Context: an optimization exercise on an open-source flow, tuned for small area, a short achievable clock period and few clock cycles. The choices shown serve that exercise and are no tape-out recipe.
RTL that was checked went through simulation tests only; none was proved equivalent to the original.
For run 1, only the layout was checked, not whether the RTL still works.
Power figures rest on the tool's default switching activity, not on a simulated workload.

## flow/design.v (module list and top-level ports; edited modules follow where they fit)
// module icf_synth: 1589 lines
module icf_synth (
    input  wire        clk,
    input  wire        rst,
    input  wire        cmd_valid,
    output wire        cmd_ready,
    input  wire [1:0]  cmd_op,      
    input  wire [1:0]  cmd_ch,
    input  wire [2:0]  cmd_reg,
    input  wire [31:0] cmd_data,
    output reg         out_valid,
    output reg  [1:0]  out_ch,
    output reg  [15:0] out_val
);
  // ...
==> flow/run.sh <==
#!/bin/bash
# synth_recipe.tcl (not shown) runs the flow's synth.tcl, then flattens the netlist and writes it again
# the make line also repeats each setting of config.mk as NAME=value (left out here)
make -C /OpenROAD-flow-scripts/flow DESIGN_CONFIG=/design/flow/config.mk WORK_HOME=/design/flow/orfs CLKGATE_MAP_FILE= SYNTH_SCRIPT=/design/flow/synth_recipe.tcl finish
==> flow/config.mk <==
export PLATFORM = sky130hd
export DESIGN_NAME = icf_synth
export DESIGN_NICKNAME = icf_synth
export VERILOG_FILES = /design/flow/design.v
export SDC_FILE = /design/flow/constraint.sdc
export NUM_CORES = 4
export LEC_CHECK = 0
export CAP_MARGIN = 20
export CORE_MARGIN = 2
export CORE_UTILIZATION = 40
export SLEW_MARGIN = 20
export SYNTH_MEMORY_MAX_BITS = 16384
==> flow/constraint.sdc <==
create_clock -name core_clock -period 30.0 [get_ports {clk}]
set_input_delay 6.0000 -clock core_clock [delete_from_list [all_inputs] [get_ports {clk}]]
set_output_delay 6.0000 -clock core_clock [all_outputs]
set_load 0.01 [all_outputs]
==> results.yml, run 1 <==
hold_path:
  hold_path.class: "flip-flop to flip-flop"
  hp-start: "a2[20]$_DFF_P_"
yosys:
  synth.most_common_cell: "dfxtp_1"
  synth_fa_ha_area_share_pct: 17.4
  synthTopCellsByArea: "dfxtp_1, fa_1, ha_1"
  synth_ff_type: "dfxtp_1"
  synth_xor_area_share_pct: 3.08
  synth_top_family_by_area: "adder cells"
  synth_seq_cells: 788
global_routing:
  busiest_layer: "met2"
  grt_use_total_pct: 22.0
  grt_pass1_vias: 32000
  grt_max_degree: 138
  grt_pass1_wl_mm: 181
  grt_util_met3_pct: 3.58
drt:
  top_layer: "met5"
  drt-pass1-iter-count: 6
  ant_nets: 0
critical_path:
  path_delay_family: "buffers and inverters"
  crit_chain: "clkdlybuf4s50_1"
  path_buf_inv: 1
  r2r_start: "am1[4]$_DFF_P_"
  crit_arrival_ps: 1590
final_layout:
  largest_class: "multi-input gates"
  seq_share_pct: 35.8
  syn_to_final_growth_pct: 11.0
placed_design:
  pre_cts_slack_ps: 21860
  place.gp.congestion: 1.01
power:
  ir_drop_v: 0.0000414
  comb_power_uw: 66.7
  switchingPower_uw: 469
die:
  core_area_um2: 100000
  die_area_um2: 104000
timing:
  fmax_ghz: 0.132
  skew_ps: 23.4
run_status:
  status: "no timing/DRC/antenna violations"
==> run 2: changes to the inputs <==
--- a/flow/design.v
+++ b/flow/design.v
@@ -570,17 +570,18 @@
     reg [2:0]  swc;           
     reg [1:0]  stb;           
     reg [31:0] e;             
     reg        clean;         
     reg        mb;            
     reg [1:0]  mch;
     reg [4:0]  mk;
     reg        mfirst;
-    assign cmd_ready = rdy;
+    reg        nrdy_o;
+    assign cmd_ready = !nrdy_o;
     wire sweep   = swc != 3'd0;
     wire is_tick = iss && cq_op == OP_TICK;
     wire is_strt = iss && cq_op == OP_START;
     wire is_wr   = iss && cq_op == OP_WRITE;
     wire [31:0] wd = sweep ? 32'd0 : cq_d;
     wire we_mode = sweep || (is_wr && cq_reg == 3'd0);
     wire we_inc  = sweep || (is_wr && cq_reg == 3'd1);
     wire we_amp  = sweep || (is_wr && cq_reg == 3'd2);
@@ -663,16 +664,17 @@
             cq_op  <= cmd_op;
             cq_ch  <= cmd_ch;
             cq_reg <= cmd_reg;
             cq_d   <= cmd_data;
         end
         cq_v <= !rst && c_v;
         iss  <= !rst && iss_n;
         rdy  <= rst || !c_v || iss_n;
+        nrdy_o <= !(rst || !c_v || iss_n);
         stc <= rst ? 3'd7 : stc_n;
         swc <= rst ? 3'd4 : (sweep ? swc - 3'd1 : 3'd0);
         stb <= rst ? 2'd0 : stb_n;
         if (rst || is_strt) begin
             e     <= 32'd0;
             clean <= 1'b1;
         end else if (is_tick) begin
             e     <= e + 32'd1;
==> run 2 against run 1 <==
Area after synthesis down 0.57%; worst hold slack improved by 6.3 ps; synthesized cell count fell by 1.5%; non-clock buffer count shrank 1; first-iteration DRC count fell by 21%; sequential power about the same; utilization up 0.14 points; register-to-register slack improved by 260 ps; die area down 0.56%; sequential share of layout area is essentially flat; final cell count fell by 1.9%; combinational power shrank 7.8%.
==> results.yml, run 2 <==
final_layout:
  antenna_cells: 0
  design_area_um2: 45100
  multi_input_area_um2: 22100
  final_nets: 4751
  layout-drive-gt1-share_pct: 6.48
  final_common_cell: "dfxtp_1"
  ff_latch_area_um2: 16200
  fillers: 9695
  syn_to_final_growth_pct: 11.6
  layout_common_cells: "dfxtp_1, nand2_1, inv_1, nor2_1, a21oi_1"
yosys:
  ys_seq_area_share_pct: 40.0
  yosys-top-cells-count: "dfxtp_1, nand2_1, inv_1"
  synth_top_area_cell: "dfxtp_1"
  synthDistinctLibCells: 84
  synth.most_common_cell: "dfxtp_1"
  synth_nets: 4806
  synthTopCellsByArea: "dfxtp_1, fa_1, ha_1"
  yosys.area.top_type_share_pct: 37.1
  netlist_instances: 4344
  synth_area_um2: 40400
  synth_edf_count: 39
  yosysWarnings: 1
  synth_ff_type: "dfxtp_1"
  async_reset_ff_share_pct: 0
  avgSynthCellArea_um2: 9.31
  synth_seq_cells: 789
die:
  fp-row-count: 116
  io_pins: 62
  die_h_um: 322
  die_w_um: 322
  core_area_um2: 100000
  initial_utilization_pct: 40.4
  die_area_um2: 104000
power:
  cellLeakagePower_nw: 17.8
  power_density_nw_per_um2: 48.6
  ir_drop_v: 0.0000461
drt:
  drt_wl_total_mm: 113
  ant_nets: 0
  vias: 31200
  avgViaCountPerCell: 5.52
  wire_per_inst_um: 19.9
  drtIter0Drc: 2573
  drt-pass1-iter-count: 6
  drcViolationCount: 0
timing:
  report.final.setup_viol: 0
  fin_crit_ps: 7500
  slew_violations: 0
  tightest_slew_ps: 1180
  slew_headroom_pct: 21.3
  rsz0062_at_grt: "false"
  tns_ps: 0
  skew_ps: 37.3
  fmax_ghz: 0.133
  finalCritPeriodShare_pct: 25.0
  hold_viol: 0
critical_path:
  cp-start-kind: "flip-flop"
  crit_type: "flip-flop to output port"
  crit_path_end_kind: "output port"
  crit_chain: "clkdlybuf4s50_1"
  rrSetupSlack_ps: 22780
  r2r_start: "u3[14]$_DFF_P_"
  path_buf_inv: 1
  crit_fanout: 1
  r2r_end: "l4[14]$_DFF_P_"
  max_stage_delay_ps: 530
  crit_arrival_ps: 1500
  reg2regPathDepth: 24
  worst_path_max_delay_cell: "clkdlybuf4s50_1"
  path_delay_family: "buffers and inverters"
  crit_cells: 1
  worstPathRequired_ps: 24000
  cp-startpoint: "out_val[4]$_SDFF_PP0_"
  crit_path_end: "out_val[4]"
hold_path:
  hp-start: "a3[19]$_SDFF_PP0_"
  hold_path.class: "flip-flop to flip-flop"
run_status:
  status: "no timing/DRC/antenna violations"
clock_tree:
  clock_path_buffers: 3
  cts_hold_buffers: 0
  post_cts_buffers: 0
  cts_resized: 0
  clock_latency_ps: 650
  cts-htree-levels: 3
  cts.reportedPaths.clkPinSlew_ps: 70
  cts_tree: "yes"
  cts_root_buf: "clkbuf_16"
  numClockSinks: 789
  cts_buffers: 78
global_routing:
  grt_use_total_pct: 21.9
  grt_pass1_vias: 31000
  grt_overflow: 0
  grt_max_degree: 84
  antenna_found_initial: 0
  grt_pass1_wl_mm: 179
placed_design:
  io_buffers: 61
  place_area_um2: 42300
  dp.final_hpwl_mm: 77.3
  place.gp.congestion: 0.986
run:
  cap_viol_max_count: 0
-- run 2: changes by cell type after synthesis, sizes merged, moves of 10 or more --
cell	delta
a21oi	-15
a221oi	+35
and2	-10
mux2i	-16
nand2	+36
nor3	+21
o211ai	-10
o21ai	-85
or3	-18
xnor2	+16
xor2	-13
-- run 2: report_power, final --
part           internal, mW  switching [mW]  leakage (nW)  total, mW
sequential             1.07          0.0134          6.44       1.08
combinational        0.0196          0.0420          9.97     0.0615
clock                 0.630           0.422          1.39       1.05
total                  1.71           0.477          17.8       2.19
-- run 2: how the worst min path moves through the flow --
| stage | endpoint | slack [ps] | cells after the start |
|---|---|---|---|
| 2_1_floorplan | a0[0]$_DFF_P_ | 310 | 0 |
| 3_3_place_gp | a2[22]$_DFF_P_ | 310 | 0 |
| 3_5_place_dp | a1[6]$_DFF_P_ | 310 | 0 |
| 4_1_cts | a2[19]$_DFF_P_ | 310 | 0 |
| 5_1_grt | of1[6]$_DFF_P_ | 330 | 0 |
| 6_report | a2[19]$_DFF_P_ | 310 | 0 |
-- run 2: cell families after synthesis --
group | after synthesis | synth area share, %
simple gates | 1392 | 16.6
compound gates | 920 | 14.7
flops | 789 | 40.0
buf+inv | 597 | 5.59
fa+ha+maj | 421 | 17.6
xor+xnor | 146 | 3.16
mux | 79 | 2.31
-- run 2: stage by stage --
stage               utilization [%]  std cells  hold slack, ps  setup WS [ps]  power [mW]
detailed placement             42.2       5507             312          21950        1.16
global route                   45.1       5647             327          22340        2.27
floorplan                         -       4344             310          22550        1.13
finish                         45.1       5647             314          22500        2.19
CTS                            45.1       5647             313          22450        2.22
global placement               42.2       5507             309          21900        1.16
-- run 2: final cells by class --
cell class,count,area share [%]
Timing Repair Buffer,120,2.33
Tap cell,1298,3.60
Clock buffer,107,5.16
Multi-Input combinational cell,2958,49.0
Clock inverter,33,1.18
Sequential cell,789,35.9
Inverter,342,2.84
-- run 2: metal layers --
| layer | vias to the layer above | track usage [%] | wire length (um) |
|---|---|---|---|
| li1 | 14600 | - | - |
| met1 | 15100 | 30.5 | 51200 |
| met2 | 1129 | 34.3 | 50400 |
| met3 | 253 | 3.42 | 7250 |
| met4 | 0 | 7.81 | 3680 |
| met5 | - | 0 | 0 |
Testbench counts of run 2, summed over its fixed seeds: cycles 13,508.
==> run 3: changes to the inputs <==
==> flow/flow/run.sh (new file) <==
#!/bin/bash
# The standard layout (standard synthesis unchanged), with ORFS's timing repair
# aimed at a slack of 23 ns, that is at paths of at most 7 ns within the 30 ns clock.
# The clock, the constraints and every other step are the standard ones.
set -euo pipefail
bash standard.sh synth > synth.log 2>&1
bash standard.sh finish SETUP_SLACK_MARGIN=23 > layout.log 2>&1
==> flow/standard.sh (new file) <==
#!/bin/bash
# synth_recipe.tcl (not shown) runs the flow's synth.tcl, then flattens the netlist and writes it again
# the make line also repeats each setting of config.mk as NAME=value (left out here)
make -C /OpenROAD-flow-scripts/flow DESIGN_CONFIG=/design/flow/config.mk WORK_HOME=/design/flow/orfs CLKGATE_MAP_FILE= SYNTH_SCRIPT=/design/flow/synth_recipe.tcl "${@:-finish}"
removed: flow/run.sh
==> run 3 against run 2 <==
Still clean on timing, DRC and antenna; sequential share of layout area grew 0.14 points; power shrank 3.0%; critical path depth grew 1; count of clock-buffer cells in the layout grew 3; non-clock buffer count grew 6; wire length grew 0.39%; via count shrank 0.10%; sequential cell count is the same; setup slack gained 390 ps; area after synthesis is the same; clock power shrank 6%; fmax grew 5.5%; critical endpoint is now cmd_ready; largest cell class unchanged.
==> results.yml, run 3 <==
yosys:
  avgSynthCellArea_um2: 9.31
  synth_ff_type: "dfxtp_1"
  synth_seq_cells: 789
  ys_seq_area_share_pct: 40.0
  synthDistinctLibCells: 84
  yosys-top-cells-count: "dfxtp_1, nand2_1, inv_1"
  synth_edf_count: 39
  synth_top_area_cell: "dfxtp_1"
  async_reset_ff_share_pct: 0
  yosysWarnings: 1
  synthTopCellsByArea: "dfxtp_1, fa_1, ha_1"
  synth_area_um2: 40400
  synth_nets: 4806
  synth.most_common_cell: "dfxtp_1"
  yosys.area.top_type_share_pct: 37.1
  netlist_instances: 4344
hold_path:
  hold_path.class: "flip-flop to flip-flop"
  hp-start: "p1[15]$_DFF_P_"
clock_tree:
  cts_buffers: 79
  clock_latency_ps: 630
  clock_path_buffers: 3
  cts.reportedPaths.clkPinSlew_ps: 60
  numClockSinks: 789
  cts_root_buf: "clkbuf_16"
  cts_hold_buffers: 0
  cts_tree: "yes"
  cts-htree-levels: 3
final_layout:
  syn_to_final_growth_pct: 11.6
  antenna_cells: 0
  layout-drive-gt1-share_pct: 7.99
  fillers: 9613
  final_nets: 4759
  design_area_um2: 45100
  layout_common_cells: "dfxtp_1, nand2_1, inv_1, nor2_1, a21oi_1"
  final_common_cell: "dfxtp_1"
drt:
  vias: 31100
  drcViolationCount: 0
  drt-pass1-iter-count: 6
  ant_nets: 0
  avgViaCountPerCell: 5.51
  wire_per_inst_um: 20.0
  drt_wl_total_mm: 113
  drtIter0Drc: 2789
die:
  die_area_um2: 104000
  die_w_um: 322
  initial_utilization_pct: 40.4
  die_h_um: 322
  io_pins: 62
  fp-row-count: 116
  core_area_um2: 100000
timing:
  slew_headroom_pct: 19.4
  hold_viol: 0
  report.final.setup_viol: 0
  tightest_slew_ps: 1200
  finalCritPeriodShare_pct: 23.7
  fmax_ghz: 0.141
  rsz0062_at_grt: "true"
  tns_ps: 0
  skew_ps: 31.9
  slew_violations: 0
  fin_crit_ps: 7100
critical_path:
  crit_arrival_ps: 1100
  rrSetupSlack_ps: 23360
  crit_chain: "inv_2 > buf_6"
  max_stage_delay_ps: 330
  r2r_start: "u3[10]$_DFF_P_"
  worstPathRequired_ps: 24000
  crit_type: "flip-flop to output port"
  crit_fanout: 1
  worst_path_max_delay_cell: "dfxtp_2"
  cp-startpoint: "nrdy_o$_DFF_P_"
  cp-start-kind: "flip-flop"
  crit_path_end_kind: "output port"
global_routing:
  grt_pass1_wl_mm: 179
  grt_max_degree: 72
  use_met2_pct: 34.1
  met1_usage_pct: 30.7
  grt_use_total_pct: 21.9
  busiest_layer: "met2"
  grt_pass1_vias: 30800
  grt_util_met3_pct: 3.33
  antenna_found_initial: 1
  grt_overflow: 0
run:
  cap_viol_max_count: 0
placed_design:
  io_buffers: 61
  dp.final_hpwl_mm: 77.3
  place.gp.congestion: 0.971
  place_area_um2: 42300
power:
  power_density_nw_per_um2: 47.1
  cellLeakagePower_nw: 17.9
  ir_drop_v: 0.0000600
run_status:
  status: "no timing/DRC/antenna violations"
## run 3: cell counts after synthesis
No cell type changed its count.
## run 3: cell type report
| type | instances | area, um2 | area share, % |
|---|---|---|---|
| clock buffers | 110 | 2280 | 5.05 |
| multi-input cells | 2959 | 22300 | 49.3 |
| repair buffers | 126 | 1070 | 2.37 |
| clock inverters | 31 | 365 | 0.809 |
| inverters | 342 | 1280 | 2.84 |
| flip-flops and latches | 789 | 16200 | 36.0 |
| well taps | 1298 | 1620 | 3.60 |
## run 3: repair_timing
action                     CTS  global route
gates resized for setup    122            39
setup buffers                2             5
setup endpoints to repair   59            52
gates cloned                 0             1
hold endpoints to repair     0             0
pin swaps                   10            12
## run 3: cells by family after synthesis
| family | synth area share (%) |
|---|---|
| compound gates | 14.7 |
| buf+inv | 5.59 |
| flops | 40.0 |
| xor+xnor | 3.16 |
| simple gates | 16.6 |
| fa+ha+maj | 17.6 |
| mux | 2.31 |
## run 3: final timing paths
kind	cells after the start	to
worst max-delay path	2	cmd_ready
worst min register to register	0	p0[15]$_DFF_P_
worst max register to register	21	l4[14]$_DFF_P_
worst min-delay path	0	p0[15]$_DFF_P_
## run 3: through the flow
step | utilization, % | total power, mW | std cells | hold WS [ps] | setup slack, ps
after floorplan | - | 1.13 | 4344 | 310 | 22610
after global placement | 42.2 | 1.17 | 5506 | 310 | 21880
after detailed placement | 42.2 | 1.17 | 5506 | 312 | 21930
after CTS | 44.9 | 2.15 | 5649 | 307 | 22850
after global routing | 45.1 | 2.20 | 5655 | 316 | 22860
final | 45.1 | 2.13 | 5655 | 311 | 22900
## run 3: power breakdown
group | switching [mW] | internal, mW | total (mW)
clock network | 0.411 | 0.572 | 0.983
logic | 0.0442 | 0.0211 | 0.0654
registers | 0.0137 | 1.06 | 1.08
## run 3: metal layers
| layer | vias up | share of wire [%] |
|---|---|---|
| li1 | 14700 | - |
| met1 | 15100 | 45 |
| met2 | 1078 | 45 |
| met3 | 238 | 6.7 |
| met4 | 2 | 3.4 |
| met5 | - | 0.013 |
## run 3: critical path: cells and delay by family (launching register included)
family	cells	cell delay [ps]
flip-flops	1	330
buffers and inverters	2	140

[separate check: timing with driven ports]
The results above use ideal ports. As a check the final layouts listed here were re-extracted and re-timed, cells and wires unchanged.
Step 1, drivers: a clkbuf_16 drives clk and a buf_2 each remaining input, both assumed.
Step 2 moves the port delays by t, midway between the first and last clock arrival at a register: inputs arrive t later, outputs are due t later. That takes back most of the time a late clock gives input paths.
a / b / c = ideal / step 1 / step 2; a / b = the first two.
| run | t, ns | slack for setup (ns) | clock arrival spread, ns | worst slew at a driven data input, ns | cell pins on the clock port's net |
|---|---|---|---|---|---|
| run 1 | 0.682 | 22.406 / 22.337 / 21.865 | 0.024 / 0.024 | 0.05 | 1 |
| run 2 | 0.689 | 22.504 / 22.442 / 21.932 | 0.040 / 0.040 | 0.05 | 1 |
| run 3 | 0.684 | 22.896 / 22.830 / 22.340 | 0.031 / 0.032 | 0.05 | 1 |
After both steps every run listed still meets setup and hold. For run 2, which loses most, drivers alone change the setup slack by -0.062 ns; drivers and shift together by -0.572 ns.
